Source: an optimization exercise on an open RTL-to-GDS flow (aim: small area, a short achievable clock period and few clock cycles). Production flows keep margins and buffers that such runs may drop. In this exercise RTL edits were held to simulation tests only and were not proved equivalent to the original.

### flow/design.v
module hdc_unit (
    input  wire        clk,
    input  wire        rst,           
    input  wire        cmd_valid,
    output wire        cmd_ready,
    input  wire [63:0] cmd_ctl,
    input  wire [63:0] cmd_data,
    output reg         rsp_valid,
    output reg  [7:0]  rsp_status,
    output reg  [63:0] rsp_value
);
    localparam integer D  = 100;
    localparam integer NV = 8;
    reg        rdy;
    reg        v0;
    reg [63:0] ctl;
    reg [63:0] data;
    assign cmd_ready = rdy;
    always @(posedge clk) begin
        rdy  <= !rst;
        v0   <= cmd_valid && rdy && !rst;
        ctl  <= cmd_ctl;
        data <= cmd_data;
    end
    wire [7:0]  op  = ctl[7:0];
    wire [3:0]  rd  = ctl[11:8];
    wire [3:0]  ra  = ctl[15:12];
    wire [3:0]  rb  = ctl[19:16];
    wire        bv  = ctl[20];
    wire [31:0] idx = ctl[63:32];
    wire o_rdcfg = op == 8'h01;
    wire o_vclr  = op == 8'h10;
    wire o_vgetb = op == 8'h11;
    wire o_vsetb = op == 8'h12;
    wire o_vrdw  = op == 8'h13;
    wire o_vwrw  = op == 8'h14;
    wire o_vbind = op == 8'h20;
    wire o_vor   = op == 8'h21;
    wire o_vham  = op == 8'h22;
    wire o_vnsim = op == 8'h23;
    wire o_vrot  = op == 8'h24;
    wire o_brst  = op == 8'h30;
    wire o_bacc  = op == 8'h31;
    wire o_bfin  = op == 8'h32;
    wire known = o_rdcfg | o_vclr | o_vgetb | o_vsetb | o_vrdw | o_vwrw | o_vbind
               | o_vor | o_vham | o_vnsim | o_vrot | o_brst | o_bacc | o_bfin;
    wire use_rd  = o_vclr | o_vsetb | o_vwrw | o_vbind | o_vor | o_vrot | o_bfin;
    wire use_ra  = o_vgetb | o_vrdw | o_vbind | o_vor | o_vham | o_vnsim | o_vrot | o_bacc;
    wire use_rb  = o_vbind | o_vor | o_vham | o_vnsim;
    wire use_bv  = o_vsetb;
    wire use_idx = o_rdcfg | o_vgetb | o_vsetb | o_vrdw | o_vwrw;
    wire nz_idx = |idx;
    wire illegal = !known
                || (|ctl[31:21])
                || (!use_rd  && |rd) || (use_rd && rd[3])
                || (!use_ra  && |ra) || (use_ra && ra[3])
                || (!use_rb  && |rb) || (use_rb && rb[3])
                || (!use_bv  && bv)
                || (!use_idx && nz_idx)
                || (o_rdcfg && idx > 32'd5);
    wire idx_hi = |idx[31:7];
    wire out_of_range = ((o_vgetb || o_vsetb) && (idx_hi || idx[6:0] >= 7'd100))
                     || ((o_vrdw  || o_vwrw)  && |idx[31:1]);
    wire ok = !illegal && !out_of_range;
    reg [D-1:0] vreg [0:NV-1];             
    reg [15:0]  cnt  [0:D-1];              
    wire [2:0]   pa = ra[2:0] | ((o_vsetb | o_vwrw) ? rd[2:0] : 3'd0);
    wire [D-1:0] va = vreg[pa];
    wire [D-1:0] vb = vreg[rb[2:0]];
    wire [D-1:0] diff = va ^ vb;
    reg [D-1:0] fin;
    integer f;
    always @* begin
        for (f = 0; f < D; f = f + 1)
            fin[f] = !cnt[f][15];
    end
    wire [61:0] x = data[63:2];
    wire [12:0] s1 = {3'd0, x[9:0]} + {3'd0, ~x[19:10]} + {3'd0, x[29:20]}
                   + {3'd0, ~x[39:30]} + {3'd0, x[49:40]} + {3'd0, ~x[59:50]}
                   + {11'd0, x[61:60]};                   
    wire [10:0] s2 = {1'b0, s1[9:0]} + {8'd0, ~s1[12:10]};   
    wire [7:0]  s3 = {3'd0, s2[4:0]} + {2'd0, s2[10:5]} + {1'b0, s2[10:5], 1'b0}
                   + {s2[10:5], 2'd0};                    
    wire [6:0]  s4 = {2'd0, s3[4:0]} + {4'd0, s3[7:5]} + {3'd0, s3[7:5], 1'b0}
                   + {2'd0, s3[7:5], 2'b00};              
    reg  [4:0]  m25;
    always @* m25 = (s4 + 7'd24) % 7'd25;
    wire [6:0]  kmod = {m25, data[1:0]};
    wire [6:0] kget = (idx[6:0] == 7'd0) ? 7'd0 : 7'd100 - idx[6:0];
    wire [6:0] k = o_vrot  ? kmod :
                   o_vgetb ? kget :
                   (o_vrdw && idx[0]) ? 7'd36 : 7'd0;
    wire [D-1:0] rin = o_vbind ? diff :
                       o_vor   ? (va | vb) :
                       o_bfin  ? fin : va;
    function [D-1:0] rotl(input [D-1:0] v, input integer s);
        integer i;
        for (i = 0; i < D; i = i + 1)
            rotl[(i + s) % D] = v[i];
    endfunction
    wire [D-1:0] r0 = k[0] ? rotl(rin, 1)  : rin;
    wire [D-1:0] r1 = k[1] ? rotl(r0, 2)   : r0;
    wire [D-1:0] r2 = k[2] ? rotl(r1, 4)   : r1;
    wire [D-1:0] r3 = k[3] ? rotl(r2, 8)   : r2;
    wire [D-1:0] r4 = k[4] ? rotl(r3, 16)  : r3;
    wire [D-1:0] r5 = k[5] ? rotl(r4, 32)  : r4;
    wire [D-1:0] rot = k[6] ? rotl(r5, 64) : r5;
    reg [D-1:0] wdata;
    integer w;
    always @* begin
        for (w = 0; w < D; w = w + 1) begin
            if (o_vsetb && idx[6:0] == w)
                wdata[w] = bv;
            else if (o_vwrw && (w < 64) && !idx[0])
                wdata[w] = data[w % 64];
            else if (o_vwrw && (w >= 64) && idx[0])
                wdata[w] = data[w % 64];
            else
                wdata[w] = rot[w];
        end
    end
    wire v_we = v0 && ok && (o_vclr | o_vsetb | o_vwrw | o_vbind | o_vor | o_vrot | o_bfin);
    wire v_zero = !rdy || o_vclr;
    wire [D-1:0] wd = v_zero ? {D{1'b0}} : wdata;
    integer r;
    always @(posedge clk) begin
        for (r = 0; r < NV; r = r + 1)
            if (!rdy || (v_we && rd[2:0] == r))
                vreg[r] <= wd;
    end
    wire c_rst = v0 && ok && o_brst;
    wire c_acc = v0 && ok && o_bacc;
    integer c, j;
    reg [15:0] cn;
    reg [15:0] p;
    reg [16:0] t;
    reg        sat;
    always @(posedge clk) begin
        for (c = 0; c < D; c = c + 1) begin
            cn = cnt[c];
            p = cn ~^ {16{va[c]}};
            sat = (&p[14:0]) && !p[15];
            t[0] = c_acc && !sat;
            for (j = 0; j < 16; j = j + 1)
                t[j+1] = t[j] && p[j];
            cnt[c] <= (cn ^ t[15:0]) & {16{!c_rst}};
        end
    end
    reg  [6:0] ham;
    integer h;
    always @* begin
        ham = 7'd0;
        for (h = 0; h < D; h = h + 1)
            ham = ham + {6'd0, diff[h]};
    end
    reg [63:0] cfg;
    always @* begin
        case (idx[2:0])
            3'd0:    cfg = 64'd100;
            3'd1:    cfg = 64'd2;
            3'd3:    cfg = 64'd8;
            3'd5:    cfg = 64'h0000000FFFFFFFFF;
            default: cfg = 64'd0;
        endcase
    end
    reg [63:0] value;
    always @* begin
        value = 64'd0;
        if (ok) begin
            if (o_rdcfg) value = cfg;
            if (o_vgetb) value = {63'd0, rot[0]};
            if (o_vrdw)  value = idx[0] ? {28'd0, rot[35:0]} : rot[63:0];
            if (o_vham)  value = {57'd0, ham};
            if (o_vnsim) value = 64'd100 - {56'd0, ham, 1'b0};
        end
    end
    always @(posedge clk) begin
        rsp_valid  <= v0 && !rst;
        rsp_status <= illegal ? 8'd1 : out_of_range ? 8'd2 : 8'd0;
        rsp_value  <= value;
    end
endmodule
### flow/run.sh
#!/bin/bash
# synth_recipe.tcl (not shown) runs the flow's synth.tcl, then flattens the netlist and writes it again
# the make line also repeats each setting of config.mk as NAME=value (left out here)
make -C /OpenROAD-flow-scripts/flow DESIGN_CONFIG=/design/flow/config.mk WORK_HOME=/design/flow/orfs CLKGATE_MAP_FILE= SYNTH_SCRIPT=/design/flow/synth_recipe.tcl finish
### flow/config.mk
export PLATFORM = sky130hd
export DESIGN_NAME = hdc_unit
export DESIGN_NICKNAME = hdc_unit
export VERILOG_FILES = /design/flow/design.v
export SDC_FILE = /design/flow/constraint.sdc
export NUM_CORES = 8
export LEC_CHECK = 0
export CAP_MARGIN = 40
export CORE_MARGIN = 2
export CORE_UTILIZATION = 40
export SLEW_MARGIN = 40
### flow/constraint.sdc
create_clock -name core_clock -period 60.0 [get_ports {clk}]
set_input_delay 12.0000 -clock core_clock [delete_from_list [all_inputs] [get_ports {clk}]]
set_output_delay 12.0000 -clock core_clock [all_outputs]
set_load 0.01 [all_outputs]
==> results.sh <==
export IMPL_clock_fmax_mhz=54.9
export IMPL_post_cts_buffers=0
export IMPL_critical_path_startpoint="data[4]$_DFF_P_"
export IMPL_finalSetupTns_ps=0
export IMPL_grt_pass1_wl_mm=1050
export IMPL_r2r_end="vreg[0][84]$_DFFE_PP_"
export IMPL_die_y_um=626
export IMPL_rsz0062_at_grt="false"
export IMPL_period_minus_slack_ps=18210
export IMPL_seq_area_frac_synth=0.387
export IMPL_grt_usage=0.378
export IMPL_start_util=0.402
export IMPL_fill_cells=37482
export IMPL_cts_tree="done"
export IMPL_clock_latency_ps=1040
export IMPL_yosysTopAreaCellShare=0.232
export IMPL_grt_start_max_net_pins=183
export IMPL_dp_hpwl_mm=564
export IMPL_placed_cell_area_um2=165000
export IMPL_slowest_delay_ps=780
export IMPL_syn_to_final_growth_pct=13.8
export IMPL_violations="antenna rules"
export IMPL_synth_cells=18110
export IMPL_clk_pin_slew_ps=60
export IMPL_ys_warn_count=3
export IMPL_cts_buffers=313
export IMPL_synthDistinctLibCells=139
export IMPL_htreeDepth=5
export IMPL_postCtsHoldBufs=0
export IMPL_crit_path_end="vreg[0][84]$_DFFE_PP_"
export IMPL_hold_path_class="register to register"
export IMPL_synth_ff_type="dfxtp_1"
export IMPL_rrSetupSlack_ps=41790
export IMPL_drv_slew=0
export IMPL_drt_pass1_iter_count=10
export IMPL_coreArea_um2=386000
export IMPL_drive_gt1_frac=0.101
export IMPL_cap_viol_max_count=0
export IMPL_synth_seq_cells=2597
export IMPL_reg2reg_depth=58
export IMPL_synth_top_area_cell="dfxtp_1"
export IMPL_ant_nets=3
export IMPL_critPathMostFrequentCell="inv_1"
export IMPL_synth_area_um2=155000
export IMPL_cts_buffer_depth=4
export IMPL_synthArstFlopShare=0
export IMPL_nets=18567
export IMPL_pin_count=205
export IMPL_antenna_found_initial=116
export IMPL_drt_total_wl_mm=770
export IMPL_first_global_vias=130837
export IMPL_cts_resized=0
export IMPL_period_share=0.304
export IMPL_placed_cells=22985
export IMPL_vias=148062
export IMPL_crit_slowest_cell="a32oi_1"
export IMPL_fin_util=0.457
export IMPL_worst_setup_path_start_kind="register"
export IMPL_worstPathArrival_ps=18780
export IMPL_syn_area_per_cell_um2=8.55
export IMPL_clock_root_buffer="clkbuf_16"
export IMPL_cts_sinks=2597
export IMPL_postLayoutCellArea_um2=176000
export IMPL_finClkSkew_ps=116
export IMPL_dieArea_um2=392000
export IMPL_instances_no_fill=23657
export IMPL_wl_per_cell_um=32.6
export IMPL_finalSetupViolCount=0
export IMPL_finalHoldViolCount=0
export IMPL_rows=228
export IMPL_grt_overflow_total=0
export IMPL_synth_area_top_cells="dfxtp_1 (23%), edfxtp_1 (16%), xnor2_1 (5.9%)"
export IMPL_portBuffers=198
export IMPL_gp_congestion=1.09
export IMPL_crit_type="register to register"
export IMPL_worstSetupEndpointType="register"
export IMPL_r2r_start="data[4]$_DFF_P_"
export IMPL_cp_max_fo=38
export IMPL_tightest_slew_ps=1190
export IMPL_run_status="finished with violations"
export IMPL_max_slew_margin=0.205
export IMPL_die_width_um=626
export IMPL_drcViolationCount=0
export IMPL_routed_via_density=6.26
export IMPL_synth_edf_count=800
export IMPL_required_ps=60560
export IMPL_drt_iter0_markers=20095
==> state kept, by name, summed over array words and instances (netlist names) <==
register	cells
data	64
rsp_status	2
cnt	1600
rdy	1
v0	1
rsp_valid	1
rsp_value	64
ctl	64
vreg	800
==> synth_stat cells (133+ instances only) <==
| master | instances |
|---|---|
| a211oi_1 | 133 |
| fa_1 | 141 |
| dfxtp_1 | 1797 |
| o21ai_1 | 137 |
| nor3_1 | 508 |
| o21ai_0 | 1087 |
| a22oi_1 | 147 |
| a21oi_1 | 1022 |
| nand2_1 | 1659 |
| clkbuf_1 | 669 |
| nand4_1 | 201 |
| ha_1 | 163 |
| inv_1 | 448 |
| nand3_1 | 471 |
| mux2i_1 | 448 |
| edfxtp_1 | 800 |
| buf_2 | 191 |
| xor2_1 | 812 |
| nor4_1 | 150 |
| o22ai_1 | 277 |
| nor2_1 | 2368 |
| a31oi_1 | 167 |
| and3_1 | 242 |
| xnor2_1 | 1039 |
| or3_1 | 549 |
==> kinds of logic after synthesis <==
kind of cell             count (synthesis)  share of synthesized area
AO/OA/AOI/OAI                         4257                      0.178
XOR/XNOR                              1852                      0.105
adder cells (fa/ha/maj)                304                     0.0314
buffers and inverters                 1563                     0.0430
flip-flops                            2597                      0.387
multiplexers                           593                     0.0411
other                                    1                  0.0000242
AND/OR/NAND/NOR                       6943                      0.214
==> worst min-delay path by stage <==
stage / start / endpoint / cells after the start
after detailed placement: cnt[64][12]$_DFF_P_ / cnt[64][12]$_DFF_P_ / 1
final: cnt[64][12]$_DFF_P_ / cnt[64][12]$_DFF_P_ / 1
after CTS: cnt[64][12]$_DFF_P_ / cnt[64][12]$_DFF_P_ / 1
after global routing: cnt[64][12]$_DFF_P_ / cnt[64][12]$_DFF_P_ / 1
after global placement: cnt[64][12]$_DFF_P_ / cnt[64][12]$_DFF_P_ / 1
after floorplan: cnt[64][12]$_DFF_P_ / cnt[64][12]$_DFF_P_ / 1
==> worst max-delay path: cells and delay by family (launching register included) <==
| family | cells | cell delay (ps) |
|---|---|---|
| adders and majority gates | 14 | 5610 |
| AOI/OAI and AO/OA | 18 | 4760 |
| and+or+nand+nor | 9 | 2590 |
| buffers and inverters | 12 | 2410 |
| xor gates and xnor gates | 4 | 1140 |
| DFF | 1 | 630 |
| muxes | 1 | 450 |
==> cell usage in the layout, fill, tap and decap left out, types with 60 or more instances in the layout <==
master	netlist	routed
o21ai_0	1087	1059
o221ai_1	99	86
clkdlybuf4s50_1	0	198
a211oi_1	133	121
o31ai_1	105	84
o21ai_1	137	147
nand4_1	201	201
ha_1	163	162
buf_4	66	507
nand2_1	1659	1640
nand3_1	471	465
edfxtp_1	800	800
mux2i_1	448	444
clkbuf_1	669	60
and2_1	114	111
inv_1	448	447
fa_1	141	140
o211ai_1	113	113
dfxtp_1	1797	1793
o21a_1	75	70
a221oi_1	76	69
diode_2	0	93
or3_1	549	540
nor3_1	508	480
xor2_1	812	811
o22ai_1	277	268
xnor2_1	1039	1037
a22oi_1	147	144
a21oi_1	1022	1001
a31oi_1	167	158
clkbuf_16	0	320
nor4_1	150	145
nand2b_1	117	114
and3_1	242	241
or4_1	90	89
nor2_1	2368	2311
mux2_2	115	115
or2_2	78	78
==> layer usage <==
metal  wire [µm]  up-vias  share of wire  GRT usage
met4       62200       66          0.081      0.248
met5         726        -        0.00094          0
li1            -    65187              -          -
met2      298000     9127           0.39      0.521
met1      309000    71115           0.40      0.485
met3      100000     2567           0.13      0.151
==> per-stage QoR <==
stage	hold WS [ps]	setup WS [ps]
global route	492	41380
global placement	467	41530
CTS	478	42140
detailed placement	465	42250
floorplan	444	46310
finish	476	41790
==> layout make-up <==
| cell class | count | area [µm²] | area share |
|---|---|---|---|
| Antenna cell | 93 | 233 | 0.00132 |
| Clock buffer | 425 | 8840 | 0.0502 |
| Clock inverter | 147 | 1940 | 0.0110 |
| Inverter | 505 | 1900 | 0.0108 |
| Multi-Input combinational cell | 13955 | 90100 | 0.511 |
| Sequential cell | 2597 | 60000 | 0.341 |
| Tap cell | 5175 | 6470 | 0.0367 |
| Timing Repair Buffer | 760 | 6680 | 0.0379 |
Testbench counts, summed over its fixed seeds: cycles 32,016.

-- separate check: timing with driven ports --
The results above use ideal ports. As a check the final layout listed here was re-extracted and re-timed, cells and wires unchanged. Step 1 sets driving cells, clkbuf_16 on the clock port and buf_2 on the other inputs (assumed; they add their load-dependent delay and slew). Step 2 also shifts input and output timing later by t, the mid clock arrival at the registers, as if the neighbouring blocks saw the same clock. a / b / c = ideal / step 1 / step 2; a / b = the first two.
t (ns): 1.101
slack for setup (ns): 41.787 / 41.787 / 41.787
worst setup path after step 2: register to register
worst data-port slew with drivers (ns): 0.09
pins driven straight from the clock port: 1
The setup slack of this run moves by 0.000 ns with the drivers and by 0.000 ns with both steps.
